From an optimization exercise on the open Yosys and OpenROAD flow, aimed at small area, a short achievable clock period and few clock cycles per item; shortcuts taken in it are not production practice.
Function not checked in this run: the RTL went through the layout flow alone.

`flow/run.sh`:
```
#!/bin/bash
# synth_recipe.tcl (not shown) runs the flow's synth.tcl, then flattens the netlist and writes it again
# the make line also repeats each setting of config.mk as NAME=value (left out here)
make -C /OpenROAD-flow-scripts/flow DESIGN_CONFIG=/design/flow/config.mk WORK_HOME=/design/flow/orfs CLKGATE_MAP_FILE= SYNTH_SCRIPT=/design/flow/synth_recipe.tcl finish
```
`flow/config.mk`:
```
export PLATFORM = sky130hd
export DESIGN_NAME = npe_enc
export DESIGN_NICKNAME = npe_enc
export VERILOG_FILES = /design/flow/design.v
export SDC_FILE = /design/flow/constraint.sdc
export NUM_CORES = 4
export LEC_CHECK = 0
export CAP_MARGIN = 20
export CORE_MARGIN = 2
export CORE_UTILIZATION = 40
export SLEW_MARGIN = 20
```
`flow/constraint.sdc`:
```
create_clock -name core_clock -period 20.0 [get_ports {clk}]
set_input_delay 4.0000 -clock core_clock [delete_from_list [all_inputs] [get_ports {clk}]]
set_output_delay 4.0000 -clock core_clock [all_outputs]
set_load 0.01 [all_outputs]
```
`flow/design.v`:
```
module npe_cc (
    input  wire [7:0]  r,
    input  wire [7:0]  g,
    input  wire [7:0]  b,
    output wire [15:0] rgb565,
    input  wire [3:0]  hex_len,
    input  wire [63:0] hex,         
    output wire [15:0] hex565,
    output wire        hex_err
);
    assign rgb565 = {r[7:3], g[7:2], b[7:3]};
    function is_hex;
        input [7:0] c;
        is_hex = (c >= 8'h30 && c <= 8'h39) ||
                 (c >= 8'h41 && c <= 8'h46) ||
                 (c >= 8'h61 && c <= 8'h66);
    endfunction
    function [3:0] hexval;
        input [7:0] c;
        if (c <= 8'h39)      hexval = c[3:0];
        else                 hexval = c[3:0] + 4'd9;    
    endfunction
    wire [7:0] h1 = hex[15:8];
    wire [7:0] h2 = hex[23:16];
    wire [7:0] h3 = hex[31:24];
    wire [7:0] h4 = hex[39:32];
    wire [7:0] h5 = hex[47:40];
    wire [7:0] h6 = hex[55:48];
    wire ok = (hex_len == 4'd7) && (hex[7:0] == 8'h23) &&
              is_hex(h1) && is_hex(h2) && is_hex(h3) &&
              is_hex(h4) && is_hex(h5) && is_hex(h6);
    wire [7:0] hr = {hexval(h1), hexval(h2)};
    wire [7:0] hg = {hexval(h3), hexval(h4)};
    wire [7:0] hb = {hexval(h5), hexval(h6)};
    assign hex_err = !ok;
    assign hex565  = ok ? {hr[7:3], hg[7:2], hb[7:3]} : 16'h0000;
endmodule
module npe_enc #(
    parameter COMP_MAX = 8,
    parameter TEXT_MAX = 16,
    parameter LW       = 5
) (
    input  wire                  clk,
    input  wire                  rst,
    input  wire                  cmd_valid,
    output wire                  cmd_ready,
    input  wire [3:0]            cmd_op,
    input  wire [15:0]           cmd_n,
    input  wire [15:0]           cmd_x,
    input  wire [15:0]           cmd_y,
    input  wire [15:0]           cmd_r,
    input  wire                  cmd_vis,
    input  wire [1:0]            cmd_ckind,
    input  wire [2:0]            cmd_cname,
    input  wire [15:0]           cmd_cpacked,
    input  wire [7:0]            cmd_cr,
    input  wire [7:0]            cmd_cg,
    input  wire [7:0]            cmd_cb,
    input  wire [3:0]            cmd_chex_len,
    input  wire [63:0]           cmd_chex,
    input  wire [LW-1:0]         cmd_comp_len,
    input  wire [8*COMP_MAX-1:0] cmd_comp,
    input  wire [LW-1:0]         cmd_text_len,
    input  wire [8*TEXT_MAX-1:0] cmd_text,
    output wire                  tx_valid,
    output wire [7:0]            tx_data,
    input  wire                  tx_ready,
    output wire                  enc_busy,
    output reg                   err_v,
    output reg  [1:0]            err_code
);
    localparam OP_SENDME = 4'd0, OP_PAGE = 4'd1, OP_SETTXT = 4'd2,
               OP_VIS    = 4'd3, OP_CIR  = 4'd4, OP_CIRS   = 4'd5,
               OP_SETBCO = 4'd6, OP_CLICK = 4'd7, OP_RAW   = 4'd8;
    localparam CK_NAMED = 2'd0, CK_PACKED = 2'd1, CK_RGB = 2'd2, CK_HEX = 2'd3;
    localparam ERR_NONE = 2'd0, ERR_COLOR = 2'd1, ERR_ILLEGAL = 2'd2;
    localparam K_LIT  = 4'd0, K_NUM0 = 4'd1, K_NUM1 = 4'd2, K_NUM2 = 4'd3,
               K_COL  = 4'd4, K_COMP = 4'd5, K_TEXT = 4'd6, K_VIS  = 4'd7,
               K_TERM = 4'd8, K_END  = 4'd9;
    localparam L_SENDME = 4'd0,  L_PAGE = 4'd1, L_TXT = 4'd2,  L_QUOTE = 4'd3,
               L_VIS    = 4'd4,  L_COMMA = 4'd5, L_CIR = 4'd6, L_CIRS = 4'd7,
               L_BCO    = 4'd8,  L_REF = 4'd9,  L_CLICK = 4'd10,
               L_C1     = 4'd11, L_C0 = 4'd12;
    function [7:0] seg_desc;    
        input [3:0] op;
        input [3:0] s;
        begin
            seg_desc = {K_END, 4'd0};
            case (op)
            OP_SENDME: case (s)
                4'd0: seg_desc = {K_LIT, L_SENDME};
                4'd1: seg_desc = {K_TERM, 4'd0};
                default: ;
            endcase
            OP_PAGE: case (s)
                4'd0: seg_desc = {K_LIT, L_PAGE};
                4'd1: seg_desc = {K_NUM0, 4'd0};
                4'd2: seg_desc = {K_TERM, 4'd0};
                default: ;
            endcase
            OP_SETTXT: case (s)
                4'd0: seg_desc = {K_COMP, 4'd0};
                4'd1: seg_desc = {K_LIT, L_TXT};
                4'd2: seg_desc = {K_TEXT, 4'd0};
                4'd3: seg_desc = {K_LIT, L_QUOTE};
                4'd4: seg_desc = {K_TERM, 4'd0};
                default: ;
            endcase
            OP_VIS: case (s)
                4'd0: seg_desc = {K_LIT, L_VIS};
                4'd1: seg_desc = {K_COMP, 4'd0};
                4'd2: seg_desc = {K_LIT, L_COMMA};
                4'd3: seg_desc = {K_VIS, 4'd0};
                4'd4: seg_desc = {K_TERM, 4'd0};
                default: ;
            endcase
            OP_CIR, OP_CIRS: case (s)
                4'd0: seg_desc = {K_LIT, (op == OP_CIR) ? L_CIR : L_CIRS};
                4'd1: seg_desc = {K_NUM0, 4'd0};
                4'd2: seg_desc = {K_LIT, L_COMMA};
                4'd3: seg_desc = {K_NUM1, 4'd0};
                4'd4: seg_desc = {K_LIT, L_COMMA};
                4'd5: seg_desc = {K_NUM2, 4'd0};
                4'd6: seg_desc = {K_LIT, L_COMMA};
                4'd7: seg_desc = {K_COL, 4'd0};
                4'd8: seg_desc = {K_TERM, 4'd0};
                default: ;
            endcase
            OP_SETBCO: case (s)
                4'd0: seg_desc = {K_COMP, 4'd0};
                4'd1: seg_desc = {K_LIT, L_BCO};
                4'd2: seg_desc = {K_COL, 4'd0};
                4'd3: seg_desc = {K_TERM, 4'd0};
                4'd4: seg_desc = {K_LIT, L_REF};
                4'd5: seg_desc = {K_COMP, 4'd0};
                4'd6: seg_desc = {K_TERM, 4'd0};
                default: ;
            endcase
            OP_CLICK: case (s)
                4'd0: seg_desc = {K_LIT, L_CLICK};
                4'd1: seg_desc = {K_COMP, 4'd0};
                4'd2: seg_desc = {K_LIT, L_C1};
                4'd3: seg_desc = {K_TERM, 4'd0};
                4'd4: seg_desc = {K_LIT, L_CLICK};
                4'd5: seg_desc = {K_COMP, 4'd0};
                4'd6: seg_desc = {K_LIT, L_C0};
                4'd7: seg_desc = {K_TERM, 4'd0};
                default: ;
            endcase
            OP_RAW: case (s)
                4'd0: seg_desc = {K_TEXT, 4'd0};
                4'd1: seg_desc = {K_TERM, 4'd0};
                default: ;
            endcase
            default: ;
            endcase
        end
    endfunction
    function [2:0] lit_len;
        input [3:0] l;
        case (l)
            L_SENDME: lit_len = 3'd6;
            L_PAGE:   lit_len = 3'd5;
            L_TXT:    lit_len = 3'd6;
            L_QUOTE:  lit_len = 3'd1;
            L_VIS:    lit_len = 3'd4;
            L_COMMA:  lit_len = 3'd1;
            L_CIR:    lit_len = 3'd4;
            L_CIRS:   lit_len = 3'd5;
            L_BCO:    lit_len = 3'd5;
            L_REF:    lit_len = 3'd4;
            L_CLICK:  lit_len = 3'd6;
            L_C1:     lit_len = 3'd2;
            L_C0:     lit_len = 3'd2;
            default:  lit_len = 3'd1;
        endcase
    endfunction
    function [7:0] lit_byte;
        input [3:0] l;
        input [2:0] p;
        reg [47:0] s;    
        begin
            case (l)
                L_SENDME: s = "sendme";
                L_PAGE:   s = {"page ", 8'h00};
                L_TXT:    s = {".txt=", 8'h22};
                L_QUOTE:  s = {8'h22, 40'h0};
                L_VIS:    s = {"vis ", 16'h0};
                L_COMMA:  s = {",", 40'h0};
                L_CIR:    s = {"cir ", 16'h0};
                L_CIRS:   s = {"cirs ", 8'h0};
                L_BCO:    s = {".bco=", 8'h0};
                L_REF:    s = {"ref ", 16'h0};
                L_CLICK:  s = "click ";
                L_C1:     s = {",1", 32'h0};
                L_C0:     s = {",0", 32'h0};
                default:  s = 48'h0;
            endcase
            lit_byte = s[47 - 8*p -: 8];
        end
    endfunction
    function [2:0] name_len;
        input [2:0] c;
        case (c)
            3'd0: name_len = 3'd5;   
            3'd1: name_len = 3'd4;   
            3'd2: name_len = 3'd5;   
            3'd3: name_len = 3'd5;   
            3'd4: name_len = 3'd6;   
            3'd5: name_len = 3'd3;   
            3'd6: name_len = 3'd4;   
            default: name_len = 3'd5;   
        endcase
    endfunction
    function [7:0] name_byte;
        input [2:0] c;
        input [2:0] p;
        reg [47:0] s;
        begin
            case (c)
                3'd0: s = {"BLACK", 8'h0};
                3'd1: s = {"BLUE", 16'h0};
                3'd2: s = {"BROWN", 8'h0};
                3'd3: s = {"GREEN", 8'h0};
                3'd4: s = "YELLOW";
                3'd5: s = {"RED", 24'h0};
                3'd6: s = {"GRAY", 16'h0};
                default: s = {"WHITE", 8'h0};
            endcase
            name_byte = s[47 - 8*p -: 8];
        end
    endfunction
    function [19:0] bin2bcd;
        input [15:0] v;
        reg [35:0] s;
        integer i, j;
        begin
            s = {20'd0, v};
            for (i = 0; i < 16; i = i + 1) begin
                for (j = 0; j < 5; j = j + 1)
                    if (s[16 + 4*j +: 4] >= 4'd5)
                        s[16 + 4*j +: 4] = s[16 + 4*j +: 4] + 4'd3;
                s = s << 1;
            end
            bin2bcd = s[35:16];
        end
    endfunction
    function [2:0] ndigits;
        input [19:0] d;
        if      (d[19:16] != 4'd0) ndigits = 3'd5;
        else if (d[15:12] != 4'd0) ndigits = 3'd4;
        else if (d[11:8]  != 4'd0) ndigits = 3'd3;
        else if (d[7:4]   != 4'd0) ndigits = 3'd2;
        else                       ndigits = 3'd1;
    endfunction
    wire [15:0] cc_rgb;
    wire [15:0] cc_hex;
    wire        cc_hex_err;
    npe_cc u_cc (
        .r(cmd_cr), .g(cmd_cg), .b(cmd_cb), .rgb565(cc_rgb),
        .hex_len(cmd_chex_len), .hex(cmd_chex),
        .hex565(cc_hex), .hex_err(cc_hex_err)
    );
    wire reads_comp   = (cmd_op == OP_SETTXT) || (cmd_op == OP_VIS) ||
                        (cmd_op == OP_SETBCO) || (cmd_op == OP_CLICK);
    wire reads_text   = (cmd_op == OP_SETTXT) || (cmd_op == OP_RAW);
    wire reads_colour = (cmd_op == OP_CIR) || (cmd_op == OP_CIRS) ||
                        (cmd_op == OP_SETBCO);
    wire illegal = (cmd_op > OP_RAW) ||
                   (reads_comp && (cmd_comp_len > COMP_MAX)) ||
                   (reads_text && (cmd_text_len > TEXT_MAX));
    wire bad_colour = reads_colour && (cmd_ckind == CK_HEX) && cc_hex_err;
    wire [1:0] new_err = illegal    ? ERR_ILLEGAL :
                         bad_colour ? ERR_COLOR   : ERR_NONE;
    reg [15:0] colour_val;
    always @(*) begin
        case (cmd_ckind)
            CK_PACKED: colour_val = cmd_cpacked;
            CK_RGB:    colour_val = cc_rgb;
            CK_HEX:    colour_val = cc_hex;
            default:   colour_val = 16'd0;
        endcase
    end
    wire first_empty = (((cmd_op == OP_SETTXT) || (cmd_op == OP_SETBCO)) &&
                        (cmd_comp_len == 0)) ||
                       ((cmd_op == OP_RAW) && (cmd_text_len == 0));
    reg                  est;         
    reg [3:0]            seg;
    reg [4:0]            pos;
    reg [3:0]            op_q;
    reg [8*COMP_MAX-1:0] comp_q;
    reg [LW-1:0]         comp_len_q;
    reg [8*TEXT_MAX-1:0] text_q;
    reg [LW-1:0]         text_len_q;
    reg                  vis_q;
    reg                  named_q;
    reg [2:0]            cname_q;
    reg [19:0]           dig0_q, dig1_q, dig2_q, dig3_q;
    reg [2:0]            nd0_q, nd1_q, nd2_q, nd3_q;
    assign cmd_ready = !est && !rst;
    assign tx_valid  = est && !rst;
    assign enc_busy  = est;
    wire accept = cmd_valid && cmd_ready;
    wire send   = tx_valid && tx_ready;
    function [4:0] seg_len;
        input [7:0] d;
        case (d[7:4])
            K_LIT:  seg_len = {2'b00, lit_len(d[3:0])};
            K_NUM0: seg_len = {2'b00, nd0_q};
            K_NUM1: seg_len = {2'b00, nd1_q};
            K_NUM2: seg_len = {2'b00, nd2_q};
            K_COL:  seg_len = named_q ? {2'b00, name_len(cname_q)}
                                      : {2'b00, nd3_q};
            K_COMP: seg_len = comp_len_q;
            K_TEXT: seg_len = text_len_q;
            K_VIS:  seg_len = 5'd1;
            K_TERM: seg_len = 5'd3;
            default: seg_len = 5'd1;
        endcase
    endfunction
    function [7:0] digit_byte;
        input [19:0] d;
        input [2:0]  n;
        input [4:0]  p;
        reg [2:0] k;
        begin
            k = n - 3'd1 - p[2:0];
            digit_byte = {4'h3, d[4*k +: 4]};
        end
    endfunction
    wire [7:0] cur_desc = seg_desc(op_q, seg);
    wire [3:0] cur_kind = cur_desc[7:4];
    wire [4:0] cur_len  = seg_len(cur_desc);
    reg [7:0] cur_byte;
    always @(*) begin
        case (cur_kind)
            K_LIT:  cur_byte = lit_byte(cur_desc[3:0], pos[2:0]);
            K_NUM0: cur_byte = digit_byte(dig0_q, nd0_q, pos);
            K_NUM1: cur_byte = digit_byte(dig1_q, nd1_q, pos);
            K_NUM2: cur_byte = digit_byte(dig2_q, nd2_q, pos);
            K_COL:  cur_byte = named_q ? name_byte(cname_q, pos[2:0])
                                       : digit_byte(dig3_q, nd3_q, pos);
            K_COMP: cur_byte = comp_q[8*pos[2:0] +: 8];
            K_TEXT: cur_byte = text_q[8*pos[3:0] +: 8];
            K_VIS:  cur_byte = vis_q ? 8'h31 : 8'h30;
            K_TERM: cur_byte = 8'hFF;
            default: cur_byte = 8'h00;
        endcase
    end
    assign tx_data = tx_valid ? cur_byte : 8'h00;
    wire [7:0] desc1 = seg_desc(op_q, seg + 4'd1);
    wire [7:0] desc2 = seg_desc(op_q, seg + 4'd2);
    wire       skip1 = (seg_len(desc1) == 5'd0);
    wire [3:0] nseg  = skip1 ? seg + 4'd2 : seg + 4'd1;
    wire       ndone = skip1 ? (desc2[7:4] == K_END) : (desc1[7:4] == K_END);
    always @(posedge clk) begin
        if (rst) begin
            est      <= 1'b0;
            seg      <= 4'd0;
            pos      <= 5'd0;
            err_v    <= 1'b0;
            err_code <= ERR_NONE;
        end else begin
            err_v <= 1'b0;
            if (accept) begin
                err_code <= new_err;
                if (new_err != ERR_NONE) begin
                    err_v <= 1'b1;
                end else begin
                    est <= 1'b1;
                    seg <= first_empty ? 4'd1 : 4'd0;
                    pos <= 5'd0;
                end
            end else if (send) begin
                if (pos + 5'd1 == cur_len) begin
                    pos <= 5'd0;
                    if (ndone) begin
                        est <= 1'b0;
                        seg <= 4'd0;
                    end else begin
                        seg <= nseg;
                    end
                end else begin
                    pos <= pos + 5'd1;
                end
            end
        end
    end
    always @(posedge clk) begin
        if (accept) begin
            op_q       <= cmd_op;
            comp_q     <= cmd_comp;
            comp_len_q <= cmd_comp_len;
            text_q     <= cmd_text;
            text_len_q <= cmd_text_len;
            vis_q      <= cmd_vis;
            named_q    <= (cmd_ckind == CK_NAMED);
            cname_q    <= cmd_cname;
            dig0_q     <= bin2bcd((cmd_op == OP_PAGE) ? cmd_n : cmd_x);
            nd0_q      <= ndigits(bin2bcd((cmd_op == OP_PAGE) ? cmd_n : cmd_x));
            dig1_q     <= bin2bcd(cmd_y);
            nd1_q      <= ndigits(bin2bcd(cmd_y));
            dig2_q     <= bin2bcd(cmd_r);
            nd2_q      <= ndigits(bin2bcd(cmd_r));
            dig3_q     <= bin2bcd(colour_val);
            nd3_q      <= ndigits(bin2bcd(colour_val));
        end
    end
endmodule
```
==> run summary <==
cells in the final DEF (no fill, tap or decap), types with 110 or more instances in the layout:
master and n:
sky130_fd_sc_hd__a21oi_1 277, sky130_fd_sc_hd__clkdlybuf4s50_1 385, sky130_fd_sc_hd__edfxtp_1 303, sky130_fd_sc_hd__ha_1 302
sky130_fd_sc_hd__inv_1 316, sky130_fd_sc_hd__mux2i_1 183, sky130_fd_sc_hd__nand2_1 243, sky130_fd_sc_hd__nor2_1 311
sky130_fd_sc_hd__o21ai_0 203, sky130_fd_sc_hd__xnor2_1 110
path summary, 6_finish.rpt:
check / startpoint / cells after the start / slack (ns) / to
min reg2reg: pos[4]$_SDFFE_PP0P_ / 2 / 0.52 / pos[4]$_SDFFE_PP0P_
max: cmd_chex[40] / 79 / 1.11 / nd3_q[2]$_SDFFCE_PP1P_
max reg2reg: seg[0]$_SDFFE_PP0P_ / 20 / 13.29 / flip-flop
min: pos[4]$_SDFFE_PP0P_ / 2 / 0.52 / pos[4]$_SDFFE_PP0P_
final cells by class:
type	instances	area (µm²)
diodes	3	7.507
clock buffers	46	938.4
clock inverters	14	136.4
fillers	8027	43240
inverters	329	1242
multi-input cells	3016	22970
flip-flops and latches	322	9488
well taps	1134	1419
repair buffers	453	4380
cell families (layout without fill, tap and decap cells):
family	count (synthesis)	count (layout)	synth area share [%]
other	0	3	0
AO/OA/AOI/OAI	1097	1097	21.96
buffers and inverters	420	842	4.775
AND/OR/NAND/NOR	1111	1111	16.38
multiplexers	352	352	13.60
adder cells (fa/ha/maj)	308	308	11.43
flip-flops	322	322	27.91
XOR/XNOR	148	148	3.946
worst reg2reg max path: stages, from the launching register on:
cell	delay (ns)
sky130_fd_sc_hd__dfxtp_1	0.41
sky130_fd_sc_hd__inv_1	0.20
sky130_fd_sc_hd__ha_1	0.73
sky130_fd_sc_hd__nor2_1	0.24
sky130_fd_sc_hd__nor2_1	0.14
sky130_fd_sc_hd__a211oi_1	0.08
sky130_fd_sc_hd__o22a_1	0.20
sky130_fd_sc_hd__nor3_2	0.78
sky130_fd_sc_hd__nand2b_1	0.32
sky130_fd_sc_hd__nor3_1	0.76
sky130_fd_sc_hd__a22o_1	0.29
sky130_fd_sc_hd__a221oi_1	0.06
sky130_fd_sc_hd__nand3_1	0.14
sky130_fd_sc_hd__a21oi_1	0.08
sky130_fd_sc_hd__o41ai_1	0.83
sky130_fd_sc_hd__nand2b_1	0.34
sky130_fd_sc_hd__or3_1	0.43
sky130_fd_sc_hd__o21ai_0	0.13
sky130_fd_sc_hd__nor2b_1	0.28
sky130_fd_sc_hd__nand2_1	0.11
sky130_fd_sc_hd__nor2_1	0.10
per-layer routing:
| metal | share of wire, % | wire length [µm] |
|---|---|---|
| met4 | 1.8 | 1569 |
| met1 | 45 | 40260 |
| met3 | 5.4 | 4868 |
| met2 | 48 | 42840 |
| met5 | 0.015 | 13 |
flip-flops by register name, indices dropped and copies added (netlist names), 5 cells and up, named ones only:
name,flops
dig2_q,20
dig1_q,20
pos,5
text_len_q,5
text_q,128
comp_q,64
dig3_q,20
dig0_q,20
comp_len_q,5
stage by stage:
step | setup WS [ns]
final | 1.108
after global routing | -0.0003517
after CTS | 0.8351
after detailed placement | 0.3319
after global placement | 0.4720
after floorplan | 1.297
timing repair:
action	4_1_cts	5_1_grt
resized for setup	0	14
endpoints found under the setup margin	0	5
setup buffers	0	3
==> PnR_summary.wiki <==
{| class="wikitable"
! Metric !! Value
|-
| CP arrival || 19.16 ns
|-
| Detailed placement HPWL || 70,750 µm
|-
| Floorplan die area || 87,250 µm²
|-
| Final hold violation count || 0
|-
| Cell taking the most area after synthesis || sky130_fd_sc_hd__edfxtp_1
|-
| Share of layout cells above drive strength 1 || 10.38%
|-
| Summed area of non-filler cells in the final layout || 40,580 µm²
|-
| Async set-reset flop share out of synthesis || 0%
|-
| Clock tree buffer depth || 3
|-
| Grt ovf || 0
|-
| Skew final || 0.02325 ns
|-
| P&R area growth vs syn || 19.49%
|-
| Met3 track utilization from global routing || 2.210%
|-
| Worst hold slack || 0.5185 ns
|-
| Worst min-delay path class || flip-flop to flip-flop
|-
| Detailed-route via count || 29,270
|-
| Count of flip-flops with a built-in enable after synthesis || 303
|-
| Ranking of synthesized cells by instance count || sky130_fd_sc_hd__inv_1, sky130_fd_sc_hd__nor2_1, sky130_fd_sc_hd__edfxtp_1
|-
| Final Non-Filler Cells || 5,317
|-
| H-tree depth reported by CTS || 2
|-
| Number of buffer and inverter stages on the critical path || 15
|-
| Overall die width || 295.4 µm
|-
| Endpoint type of the worst setup path || flip-flop
|-
| Maximum capacitance violations || 0
|-
| Post-synthesis cell type count || 140
|-
| Routed wire length || 89,550 µm
|-
| Gp weighted congestion || 0.9190
|-
| Met2 Use GR || 34.17%
|-
| Standard cell core area || 83,820 µm²
|-
| Critical path class || primary input to flip-flop
|-
| Final ANT Viol Nets || 0
|-
| WL per Instance || 16.84 µm
|-
| Post-synthesis sequential area ratio || 27.91%
|-
| Count of synthesis-stage warnings from yosys || 2
|-
| CTS Root Buffer Type || sky130_fd_sc_hd__clkbuf_16
|-
| Worst stage delay on the critical path || 0.57 ns
|-
| Least-Margin Pin Slew || 1.055 ns
|-
| Required arrival time at the worst endpoint || 20.27 ns
|-
| Post-synth top flop || sky130_fd_sc_hd__edfxtp_1
|-
| Leading cell types by total area after synthesis || sky130_fd_sc_hd__edfxtp_1, sky130_fd_sc_hd__ha_1, sky130_fd_sc_hd__mux2i_1, sky130_fd_sc_hd__mux4_2, sky130_fd_sc_hd__a21oi_1
|-
| Relative slew margins || 29.63%
|-
| Post-synth design cell area || 33,960 µm²
|-
| Share of the clock period used by the worst path after layout || 94.46%
|-
| Number of design rule violations left after detail routing || 0
|-
| GRT busiest layer || met2
|-
| Largest net degree at the start of global routing || 91
|-
| CTS clock-pin slew for the worst setup and hold paths || 0.06 ns
|-
| Violation count after the first detailed-route iteration || 1,803
|-
| Source-to-sink clock delay at the later pin of the worst-skew pair || 0.54 ns
|-
| Result of the run || finished clean
|-
| Average size of a mapped cell || 9.037 µm²
|-
| Placed cell area || 39,370 µm²
|-
| Slowest-stage cell, CP || sky130_fd_sc_hd__clkdlybuf4s50_1
|-
| Area fraction of the dominant cell type after synthesis || 26.79%
|-
| Vertical die dimension || 295.4 µm
|-
| Setup violators final || 0
|-
| Startpoint type of the worst setup path || primary input
|-
| FMAX || 52.93 MHz
|-
| Port-buffer cells || 385
|-
| Global Route met1 Usage || 26.45%
|-
| Overall fraction of global-route tracks in use || 19.71%
|-
| Starting density of the core || 40.52%
|-
| # nets final || 4,852
|-
| Sum of negative setup slack || 0 ns
|-
| Clock Sink Count || 322
|-
| Most common cell in the netlist || sky130_fd_sc_hd__inv_1
|-
| Vias/cell || 5.505
|-
| First-pass GRT wire length || 141,600 µm
|-
| Total count of max-transition violations in the final report || 0
|-
| Post-layout utilization of the core || 48.41%
|-
| Syn nets || 4,452
|-
| Total I/O pin count || 402
|-
| Row cnt || 106
|-
| Post-layout min period || 18.89 ns
|-
| CTS hold repair buffers || 0
|-
| Crit-path most repeated cell || sky130_fd_sc_hd__ha_1
|-
| Total of flip-flops plus latches after synthesis || 322
|-
| Number of placed instances with taps included || 5,249
|-
| Number of buffers added by the clock tree synthesis step || 36
|-
| Crit Path Max Fanout || 14
|-
| Number of detailed-route iterations in the first pass || 6
|-
| Cells after Synth || 3,758
|-
| Largest delay contributor family on the critical path || compound AO/OA/AOI/OAI gates
|-
| Antenna violations before repair || 6
|-
| Clock tree from TritonCTS || yes
|-
| Via count of the first global-routing pass || 27,650
|}

## afterwards: timing with drivers on the ports
How much do the figures lean on ideal ports? The routed layout below was timed once more, with nothing changed but the port constraints. Step 1 (the two cells are an assumption about what drives the block):
set clk [get_ports {clk}]
set_driving_cell -lib_cell sky130_fd_sc_hd__clkbuf_16 $clk
set_driving_cell -lib_cell sky130_fd_sc_hd__buf_2 [delete_from_list [all_inputs] $clk]
Step 2 adds t to the input delays and takes it off the output delays; t is the mean of the earliest and latest rising clock arrival at the registers after step 1. Input paths then give back, and output paths get back, about the clock's delay inside the block. Slacks: ideal / step 1 / step 2; pairs: ideal / step 1.
shift t [ns]: 0.577
setup slack, ns: 1.108 / 1.130 / 0.553
hold WS [ns]: 0.518 / 0.518 / 0.518
worst data-port slew with drivers (ns): 0.14
pins driven straight from the clock port: 1
After both steps setup and hold are still met in this run. For this run, drivers alone change the setup slack by +0.022 ns; drivers and shift together by -0.555 ns.
